Background: an optimization exercise with open tools, aiming at small area. Do not read the settings as production practice.
Only simulation tests tie the RTL to the original design; equivalence was not proved.
Power is estimated from default activity; no workload was simulated.

==> flow/design.v (excerpt) <==
module pdm_codec (
    input  wire         clk,
    input  wire         rst,
    input  wire [1:0]   enc_cmd,
    input  wire [447:0] enc_din,
    output wire         enc_ack,
    output wire         tx_valid,
    output wire [7:0]   tx_data,
    output wire         enc_busy,
    output wire [5:0]   enc_idx,
    output wire         enc_range_warn,
    input  wire [1:0]   rx_cmd,
    input  wire [7:0]   rx_data,
    input  wire [31:0]  rx_dt_ms,
    output wire [1:0]   rx_result,
    output wire [447:0] snap_out,
    output wire         snap_valid,
    output wire         link_status,
    output wire [31:0]  snap_time_ms,
    output wire [18:0]  total_current_ma,
    output wire [15:0]  system_voltage_mv
);
    pdm_frame_encoder u_enc (
        .clk            (clk),
        .rst            (rst),
        .enc_cmd        (enc_cmd),
        .enc_din        (enc_din),
        .enc_ack        (enc_ack),
        .tx_valid       (tx_valid),
        .tx_data        (tx_data),
        .enc_busy       (enc_busy),
        .enc_idx        (enc_idx),
        .enc_range_warn (enc_range_warn)
    );
    pdm_frame_decoder #(
        .LINK_TIMEOUT_MS (32'd300)
    ) u_dec (
        .clk               (clk),
        .rst               (rst),
        .rx_cmd            (rx_cmd),
  ...
For scale: about 1000 I/O pins, ~0.056 sq mm of cells after synthesis.
clock: 15.0 ns
lec_check: 0
cap_margin: 0
core_margin: 2
core_utilization: 60
slew_margin: 0
standard.sh (not shown) runs the stock make flow with config.mk's settings and CLKGATE_MAP_FILE= SYNTH_SCRIPT=/design/flow/synth_recipe.tcl, a recipe that flattens the netlist after the stock synthesis.
==> flow/flow/run.sh <==
#!/bin/bash
export BUFFER_PORTS_ARGS="-buffer_cell sky130_fd_sc_hd__buf_1"
export CTS_ARGS="-sink_clustering_enable -repair_clock_nets -dont_use_dummy_load -sink_clustering_size 20 -sink_clustering_max_diameter 60 -buf_list sky130_fd_sc_hd__clkbuf_16"
bash standard.sh > standard.log 2>&1
The first run passed the timing, design-rule and antenna checks.
==> next run, changes <==
==> flow/flow/run.sh (replaced) <==
#!/bin/bash
export BUFFER_PORTS_ARGS="-buffer_cell sky130_fd_sc_hd__buf_1"
export CTS_ARGS="-sink_clustering_enable -repair_clock_nets -dont_use_dummy_load -sink_clustering_size 16 -sink_clustering_max_diameter 50 -buf_list sky130_fd_sc_hd__clkbuf_8"
bash standard.sh > standard.log 2>&1
- CORE_ASPECT_RATIO: unset -> 3
- CORE_UTILIZATION: 60 -> 80
Effect: Now the flow ended with an error in I/O pin placement on PPL-0024; synthesized cell count stays the same; synthesized area does not change.
==> next run, changes <==
- CORE_ASPECT_RATIO: 3 -> unset
- CORE_UTILIZATION: 80 -> 60
What happened: The changed run finished with timing, DRC and antenna clean; synthesized cell count stays the same; synthesized area stays the same.
==> next run, changes <==
- CORE_UTILIZATION: 60 -> 80
With this change the flow aborted during I/O pin placement (PPL-0024); synthesized cell count does not change; area after synthesis does not change.

---

the baseline:
pdm_codec again, from the RTL that the note above started with.
==> flow/config.mk <==
export PLATFORM = sky130hd
export DESIGN_NAME = pdm_codec
export DESIGN_NICKNAME = pdm_codec
export VERILOG_FILES = /design/flow/design.v
export SDC_FILE = /design/flow/constraint.sdc
export NUM_CORES = 4
export LEC_CHECK = 0
export CAP_MARGIN = 0
export CORE_MARGIN = 2
export CORE_UTILIZATION = 70
export SLEW_MARGIN = 0
==> flow/constraint.sdc <==
create_clock -name core_clock -period 15.0 [get_ports {clk}]
set_input_delay 3.0000 -clock core_clock [delete_from_list [all_inputs] [get_ports {clk}]]
set_output_delay 3.0000 -clock core_clock [all_outputs]
set_load 0.01 [all_outputs]
==> flow/flow/run.sh <==
#!/bin/bash
export BUFFER_PORTS_ARGS="-buffer_cell sky130_fd_sc_hd__buf_1"
export CTS_ARGS="-sink_clustering_enable -repair_clock_nets -dont_use_dummy_load -sink_clustering_size 16 -sink_clustering_max_diameter 50 -buf_list sky130_fd_sc_hd__clkbuf_8"
bash standard.sh > standard.log 2>&1
The baseline: flow completed, timing, DRC and antenna clean
What the candidate does differently from the baseline at the input level:
==> flow/flow/run.sh <==
#!/bin/bash
export BUFFER_PORTS_ARGS="-buffer_cell sky130_fd_sc_hd__buf_1"
export CTS_ARGS="-sink_clustering_enable -repair_clock_nets -dont_use_dummy_load -sink_clustering_size 18 -sink_clustering_max_diameter 50 -buf_list sky130_fd_sc_hd__clkbuf_8"
bash standard.sh > standard.log 2>&1
==> summary.txt <==
- The candidate and the baseline ended up with nearly the same via count.
- Looking at global-route wire length before repair across both flows, the candidate is the stronger of the two, with the baseline trailing.
- The baseline → the candidate: final worst-path setup slack moved up, met3 global-route usage moved down, power moved down, finished layout cell area level.

-- what the ideal ports hide --
No port has a modelled driver above. Below, the same layouts with a new extraction and two added sets of constraints.
Step 1 (the two cells are an assumption about what drives the block):
set clk [get_ports {clk}]
set_driving_cell -lib_cell sky130_fd_sc_hd__clkbuf_16 $clk
set_driving_cell -lib_cell sky130_fd_sc_hd__buf_2 [delete_from_list [all_inputs] $clk]
Step 2, shift: input delay + t, output delay - t, t = (earliest + latest rising clock arrival at the registers) / 2. This alone moves slack from input paths to output paths.
a / b / c = ideal / step 1 / step 2; a / b = the first two.
| run | t (ns) | slack for setup (ns) | worst setup path after step 2 | worst register clock-pin slew, ns | worst data-port slew with drivers (ns) |
|---|---|---|---|---|---|
| the first run of note 1 | 0.750 | 0.909 / 0.909 / 0.909 | register to register | 0.09 / 0.09 | 0.21 |
| the third run of note 1 | 0.897 | 0.982 / 0.982 / 0.982 | register to register | 0.11 / 0.11 | 0.20 |
| the baseline | 0.820 | 1.033 / 1.033 / 1.033 | register to register | 0.11 / 0.11 | 0.19 |
| the candidate | 0.840 | 1.170 / 1.170 / 1.170 | register to register | 0.12 / 0.12 | 0.18 |
After both steps every run listed still meets setup and hold.
